This design comes from an exercise in tuning for small area on the open sky130 flow, not from production work.
In this exercise RTL edits were held to simulation tests only and were not proved equivalent to the original.
No driver is modelled on the clock port, so clocking that relies on it looks cheaper here than on a real chip.

==> build 50 <==
==> flow/design.v <==
module k7ce (
    input  wire        clk,
    input  wire        rst,         
    input  wire        cmd_valid,
    output wire        cmd_ready,
    input  wire [15:0] cmd_word,
    output reg         out_valid,
    input  wire        out_ready,
    output reg  [7:0]  out_byte,
    output wire [1:0]  st,
    output wire [7:0]  err,
    output wire        fault
);
    localparam [1:0] S_IDLE  = 2'd0,
                     S_RUN   = 2'd1,
                     S_FAULT = 2'd2;
    reg [1:0] state;
    reg       e_ill;        
    reg       e_proto;      
    reg       mode;         
    reg [4:0] sm1;          
    reg       shbad;        
    reg [7:0] lfsr;         
    reg [7:0] taps;
    reg       tapbad;
    reg       full;         
    reg       keyovf;
    reg       keybad;
    reg [7:0] r;            
    reg [7:0] d;            
    reg       pend;         
    reg [1:0] cy;           
    reg [1279:0] ring;      
    wire       is_fault = (state == S_FAULT);
    wire       is_idle  = (state == S_IDLE);
    wire       is_run   = (state == S_RUN);
    wire [5:0] vflags = {tapbad, (lfsr == 8'd0), shbad, keyovf, keybad,
                         (r == 8'd1) & ~full};
    assign st    = state;
    assign fault = is_fault;
    assign err   = {e_ill, e_proto, (is_fault & ~e_ill & ~e_proto) ? vflags : 6'd0};
    wire [7:0] op  = cmd_word[15:8];
    wire [7:0] arg = cmd_word[7:0];
    wire is_keypush  = (op == 8'h01);
    wire is_setshift = (op == 8'h02);
    wire is_setseed  = (op == 8'h03);
    wire is_tapadd   = (op == 8'h04);
    wire is_start    = (cmd_word[15:9] == 7'b0000100) & (arg == 8'h00);
    wire is_data     = (op == 8'h0A);
    wire is_end      = (cmd_word == 16'h0B00);
    wire is_rst      = (cmd_word == 16'h0F00);
    wire is_param = is_keypush | is_setshift | is_setseed | is_tapadd;
    wire legal    = is_param | is_start | is_data | is_end | is_rst;
    wire [4:0] kc      = ring[1279:1275];    
    wire       at_slot = (d == 8'd0);
    wire       at_mark = at_slot & (kc == 5'd0);
    wire idle_wait = is_idle & (is_keypush | is_start) & ~full & ~at_slot;
    wire data_wait = is_run & is_data & (~at_slot | at_mark);
    assign cmd_ready = ~out_valid & ~pend & ~idle_wait & ~data_wait;
    wire take = cmd_valid & cmd_ready;
    wire alpha = (arg[7:6] == 2'b01) & (arg[4:0] != 5'd0) & (arg[4:0] <= 5'd26);
    wire [7:0] ks = {lfsr[0], lfsr[1], lfsr[2], lfsr[3],
                     lfsr[4], lfsr[5], lfsr[6], lfsr[7]};
    wire       fb = ^(taps & ks);       
    wire [7:0] lfsr_step = {fb, lfsr[7:1]};
    wire [2:0] j    = d[2:0];
    wire       arith = pend & ~d[3];
    wire       ksj  = ks[j];
    wire       kcj  = (j == 3'd0) ? ring[0]  :
                      (j == 3'd1) ? ring[6]  :
                      (j == 3'd2) ? ring[12] :
                      (j == 3'd3) ? ring[18] :
                      (j == 3'd4) ? ring[24] : 1'b0;
    wire       smj  = (j[2] & (j[1] | j[0])) ? 1'b0 : sm1[j];
    wire       pj   = out_byte[0] ^ (mode & ~ksj);
    wire [1:0] s1   = {1'b0, kcj} + {1'b0, smj} + {1'b0, cy[0]};
    wire [1:0] s2   = {1'b0, pj} + {1'b0, s1[0]} + {1'b0, cy[1]};
    wire       yj   = s2[0] ^ (mode | ksj);
    task clear_regs;
        begin
            state   <= S_IDLE;
            e_ill   <= 1'b0;
            e_proto <= 1'b0;
            shbad   <= 1'b1;
            lfsr    <= 8'h00;
            taps    <= 8'h00;
            tapbad  <= 1'b0;
            full    <= 1'b0;
            keyovf  <= 1'b0;
            keybad  <= 1'b0;
            r       <= 8'd1;
            d       <= 8'd0;
            pend    <= 1'b0;
        end
    endtask
    always @(posedge clk) begin
        if (rst) begin
            clear_regs;
            out_valid <= 1'b0;
        end else begin
            d <= d + 8'd1;
            if (out_valid && out_ready)
                out_valid <= 1'b0;
            if (arith) begin
                out_byte <= {yj, out_byte[7:1]};
                cy       <= {s2[1], s1[1]};
                if (j == 3'd7)
                    out_valid <= 1'b1;
            end
            if (pend & d[3]) begin
                lfsr <= lfsr_step;
                if (j == 3'd7)
                    pend <= 1'b0;
            end
            if (is_run && at_mark)
                d <= r;
            if (take) begin
                if (is_rst) begin
                    clear_regs;
                end else if (is_fault) begin
                end else if (!legal) begin
                    state <= S_FAULT;
                    e_ill <= 1'b1;
                end else if (is_idle) begin
                    if (is_keypush) begin
                        if (!full) begin
                            r <= r + 8'd17;
                            d <= 8'd240;
                            if (r == 8'd240)
                                full <= 1'b1;
                            if (!alpha)
                                keybad <= 1'b1;
                        end else begin
                            keyovf <= 1'b1;
                        end
                    end else if (is_setshift) begin
                        sm1   <= arg[4:0] - 5'd1;
                        shbad <= (arg[7:5] != 3'd0) | (arg[4:0] == 5'd0) | (arg[4:0] > 5'd25);
                    end else if (is_setseed) begin
                        lfsr <= arg;
                    end else if (is_tapadd) begin
                        if (arg[7:3] == 5'd0)
                            taps[arg[2:0]] <= 1'b1;
                        else
                            tapbad <= 1'b1;
                    end else if (is_start) begin
                        mode <= cmd_word[8];
                        if (vflags != 6'd0) begin
                            state <= S_FAULT;
                        end else begin
                            state <= S_RUN;
                            if (!full)
                                d <= r;
                        end
                    end else begin
                        state   <= S_FAULT;
                        e_proto <= 1'b1;
                    end
                end else begin
                    if (is_data) begin
                        out_byte  <= arg;
                        cy        <= 2'b00;
                        d         <= 8'd240;
                        pend      <= 1'b1;
                    end else if (is_end) begin
                        clear_regs;
                    end else begin
                        state   <= S_FAULT;
                        e_proto <= 1'b1;
                    end
                end
            end
        end
    end
    wire wr_key  = take & is_idle & is_keypush & ~full;
    wire wr_mark = take & is_idle & is_start & ~full;
    always @(posedge clk)
        ring <= {ring[1274:0], wr_key ? arg[4:0] : (kc & {5{~wr_mark}})};
endmodule
==> flow/flow/run.sh <==
#!/bin/bash
# The standard layout (standard.sh, unchanged synthesis and steps) with
# two settings passed to ORFS through its own variables:
#  * ports are buffered with buf_1 instead of the default port buffer;
set -euo pipefail
export BUFFER_PORTS_ARGS="-buffer_cell sky130_fd_sc_hd__buf_1"
export CTS_ARGS="-sink_clustering_enable -repair_clock_nets -dont_use_dummy_load -buf_list sky130_fd_sc_hd__clkbuf_16 -sink_clustering_size 36 -sink_clustering_max_diameter 40"
bash standard.sh > standard.log 2>&1
==> flow/standard.sh <==
#!/bin/bash
# synth_recipe.tcl (not shown) runs the flow's synth.tcl, then flattens the netlist and writes it again
# the make line also repeats each setting of config.mk as NAME=value (left out here)
make -C /OpenROAD-flow-scripts/flow DESIGN_CONFIG=/design/flow/config.mk WORK_HOME=/design/flow/orfs CLKGATE_MAP_FILE= SYNTH_SCRIPT=/design/flow/synth_recipe.tcl "${@:-finish}"
==> flow/config.mk <==
export PLATFORM = sky130hd
export DESIGN_NAME = k7ce
export DESIGN_NICKNAME = k7ce
export VERILOG_FILES = /design/flow/design.v
export SDC_FILE = /design/flow/constraint.sdc
export NUM_CORES = 4
export LEC_CHECK = 0
export CAP_MARGIN = 20
export CORE_MARGIN = 2
export CORE_UTILIZATION = 70
export PLACE_DENSITY = 0.8
export SLEW_MARGIN = 20
==> flow/constraint.sdc <==
create_clock -name core_clock -period 8.0 [get_ports {clk}]
set_input_delay 1.6000 -clock core_clock [delete_from_list [all_inputs] [get_ports {clk}]]
set_output_delay 1.6000 -clock core_clock [all_outputs]
set_load 0.01 [all_outputs]
==> inputs of trial 74, as changes to build 50 <==
--- a/flow/design.v
+++ b/flow/design.v
@@ -17,23 +17,23 @@
     reg [1:0] state;
     reg       e_ill;        
     reg       e_proto;      
-    reg       mode;         
     reg [4:0] sm1;          
     reg       shbad;        
     reg [7:0] lfsr;         
     reg [7:0] taps;
-    reg       tapbad;
+    reg       tapbad;       
     reg       full;         
-    reg       keyovf;
-    reg       keybad;
+    reg       keyovf;       
+    reg       keybad;       
     reg [7:0] r;            
     reg [7:0] d;            
-    reg       pend;         
-    reg [1:0] cy;           
     reg [1279:0] ring;      
     wire       is_fault = (state == S_FAULT);
     wire       is_idle  = (state == S_IDLE);
     wire       is_run   = (state == S_RUN);
+    wire       mode     = shbad;
+    wire       pend     = is_run & keybad;   
+    wire [1:0] cy       = {tapbad, keyovf};
     wire [5:0] vflags = {tapbad, (lfsr == 8'd0), shbad, keyovf, keybad,
                          (r == 8'd1) & ~full};
     assign st    = state;
@@ -90,7 +90,6 @@
             keybad  <= 1'b0;
             r       <= 8'd1;
             d       <= 8'd0;
-            pend    <= 1'b0;
         end
     endtask
     always @(posedge clk) begin
@@ -103,14 +102,15 @@
                 out_valid <= 1'b0;
             if (arith) begin
                 out_byte <= {yj, out_byte[7:1]};
-                cy       <= {s2[1], s1[1]};
+                tapbad   <= s2[1];
+                keyovf   <= s1[1];
                 if (j == 3'd7)
                     out_valid <= 1'b1;
             end
             if (pend & d[3]) begin
                 lfsr <= lfsr_step;
                 if (j == 3'd7)
-                    pend <= 1'b0;
+                    keybad <= 1'b0;
             end
             if (is_run && at_mark)
                 d <= r;
@@ -144,11 +144,11 @@
                         else
                             tapbad <= 1'b1;
                     end else if (is_start) begin
-                        mode <= cmd_word[8];
                         if (vflags != 6'd0) begin
                             state <= S_FAULT;
                         end else begin
                             state <= S_RUN;
+                            shbad <= cmd_word[8];
                             if (!full)
                                 d <= r;
                         end
@@ -159,9 +159,10 @@
                 end else begin
                     if (is_data) begin
                         out_byte  <= arg;
-                        cy        <= 2'b00;
+                        tapbad    <= 1'b0;
+                        keyovf    <= 1'b0;
                         d         <= 8'd240;
-                        pend      <= 1'b1;
+                        keybad    <= 1'b1;
                     end else if (is_end) begin
                         clear_regs;
                     end else begin
==> flow/flow/run.sh (replaced) <==
#!/bin/bash
# The standard layout (standard.sh: unchanged synthesis and steps) with
# settings passed to ORFS through its own variables:
#  * ports are buffered with buf_1 instead of the default port buffer;
set -uo pipefail
W=$(pwd)
export BUFFER_PORTS_ARGS="-buffer_cell sky130_fd_sc_hd__buf_1"
export POST_CTS_TCL="$W/flow/post_cts.tcl"
BASE="-sink_clustering_enable -repair_clock_nets -dont_use_dummy_load"
RES="$W/orfs/results/${FLOW_PLATFORM}/k7ce/base"
LIB="$FLOW_HOME/platforms/${FLOW_PLATFORM}/lib/sky130_fd_sc_hd__tt_025C_1v80.lib"
LIMIT=0.121
CONFIGS=(
  "0.112|-buf_list sky130_fd_sc_hd__clkbuf_8 -sink_clustering_size 20 -sink_clustering_max_diameter 60"
  "0.100|-buf_list sky130_fd_sc_hd__clkbuf_8 -sink_clustering_size 20 -sink_clustering_max_diameter 60"
  "0.100|-buf_list sky130_fd_sc_hd__clkbuf_16 -sink_clustering_size 36 -sink_clustering_max_diameter 40"
)
n=0
for cfg in "${CONFIGS[@]}"; do
  n=$((n + 1))
  export CLK_SLEW_TARGET="${cfg%%|*}"
  export CTS_ARGS="$BASE ${cfg#*|}"
  rm -rf "$W/orfs" "$W/out/final.def"
  echo "attempt $n: CLK_SLEW_TARGET=$CLK_SLEW_TARGET CTS_ARGS=$CTS_ARGS"
  if ! bash standard.sh > "attempt_$n.log" 2>&1; then
    echo "attempt $n: flow failed"
    continue
  fi
  RES="$RES" LIB="$LIB" openroad -no_init -exit flow/slew.tcl > "slew_$n.log" 2>&1
  s=$(awk '/^CLKSLEW/ {print $2}' "slew_$n.log")
  echo "attempt $n: clock-pin slew $s"
  if [[ -n "$s" ]] && awk -v s="$s" -v l="$LIMIT" 'BEGIN {exit !(s <= l)}'; then
    exit 0
  fi
done
echo "no attempt met the clock-pin slew target; keeping the last"
[[ -f "$W/out/final.def" ]]
==> flow/flow/post_cts.tcl (new file) <==
# After CTS: upsize the clock buffers that drive flip-flop clock pins whose
# slew, estimated from the placement, is over CLK_SLEW_TARGET (ns).
estimate_parasitics -placement
set limit $::env(CLK_SLEW_TARGET)
set bigger {sky130_fd_sc_hd__clkbuf_4 sky130_fd_sc_hd__clkbuf_8 sky130_fd_sc_hd__clkbuf_8 sky130_fd_sc_hd__clkbuf_16}
set up [dict create]
set worst 0
foreach pin [all_registers -clock_pins -edge_triggered] {
  set s 0
  foreach e {rise fall} {
    foreach m {min max} {
      set v [get_property $pin slew_${m}_${e}]
      if {$v > $s} { set s $v }
    }
  }
  if {$s > $worst} { set worst $s }
  if {$s > $limit} {
    foreach d [get_pins -of_objects [get_nets -of_objects $pin] -filter "direction==output"] {
      dict set up [get_full_name [get_cells -of_objects $d]] 1
    }
  }
}
puts "post_cts: worst estimated clock-pin slew $worst, [dict size $up] drivers over $limit"
set n 0
foreach c [dict keys $up] {
  set ref [get_property [get_cells $c] ref_name]
  if {[dict exists $bigger $ref]} {
    replace_cell [get_cells $c] [dict get $bigger $ref]
    incr n
  }
}
puts "post_cts: upsized $n clock buffers"
if {$n > 0} {
  detailed_placement
  check_placement -verbose
  estimate_parasitics -placement
}
==> flow/flow/slew.tcl (new file) <==
# Largest flip-flop clock-pin slew (ns) of the finished layout, from the
# parasitics ORFS extracted; printed as "CLKSLEW <value>".
read_db $::env(RES)/6_final.odb
read_liberty $::env(LIB)
read_sdc $::env(FLOW_SDC)
read_spef $::env(RES)/6_final.spef
set_propagated_clock [all_clocks]
set w 0
foreach pin [all_registers -clock_pins -edge_triggered] {
  foreach e {rise fall} {
    foreach m {min max} {
      set s [get_property $pin slew_${m}_${e}]
      if {$s > $w} { set w $s }
    }
  }
}
puts "CLKSLEW $w"
==> run_results.csv <==
group,metric,value,unit
run_status,status,"timing/DRC/antenna clean",
synthesis,netlist_top_cells_count,"dfxtp_1, nor2_1, nand2_1",
sta,fin_crit_sh,0.702,
final_layout,n_clock_buffer,96,
final_layout,seq_share,0.822,
the above is filed under build 50

==> run_results.csv <==
group,metric,value,unit
run_status,status,"timing/DRC/antenna clean",
synthesis,ys_types,68,
synthesis,netlist_top_cells_count,"dfxtp_1, nor2_1, a21oi_1",
sta,fin_crit_sh,0.664,
final_layout,seq_share,0.854,
final_layout,n_clock_buffer,78,
the above is filed under trial 74

-- afterwards: timing with drivers on the ports --
The results above use ideal ports. As a check the final layouts listed here were re-extracted and re-timed, cells and wires unchanged.
Step 1 sets driving cells, clkbuf_16 on the clock port and buf_2 on the other inputs (assumed; they add their load-dependent delay and slew).
Step 2 also shifts input and output timing later by t, the mid clock arrival at the registers, as if the neighbouring blocks saw the same clock.
Three values: no drivers, after step 1, after step 2; two values: the first two.
| run | t (ns) | slack for setup (ns) | worst slew at a driven data input, ns |
|---|---|---|---|
| build 50 | 0.667 | 2.387 / 2.362 / 2.362 | 0.06 |
| trial 74 | 0.674 | 2.692 / 2.672 / 2.495 | 0.04 |
After both steps every run listed still meets setup and hold. The setup slack of trial 74, which loses most, moves by -0.020 ns with the drivers and by -0.197 ns with both steps.
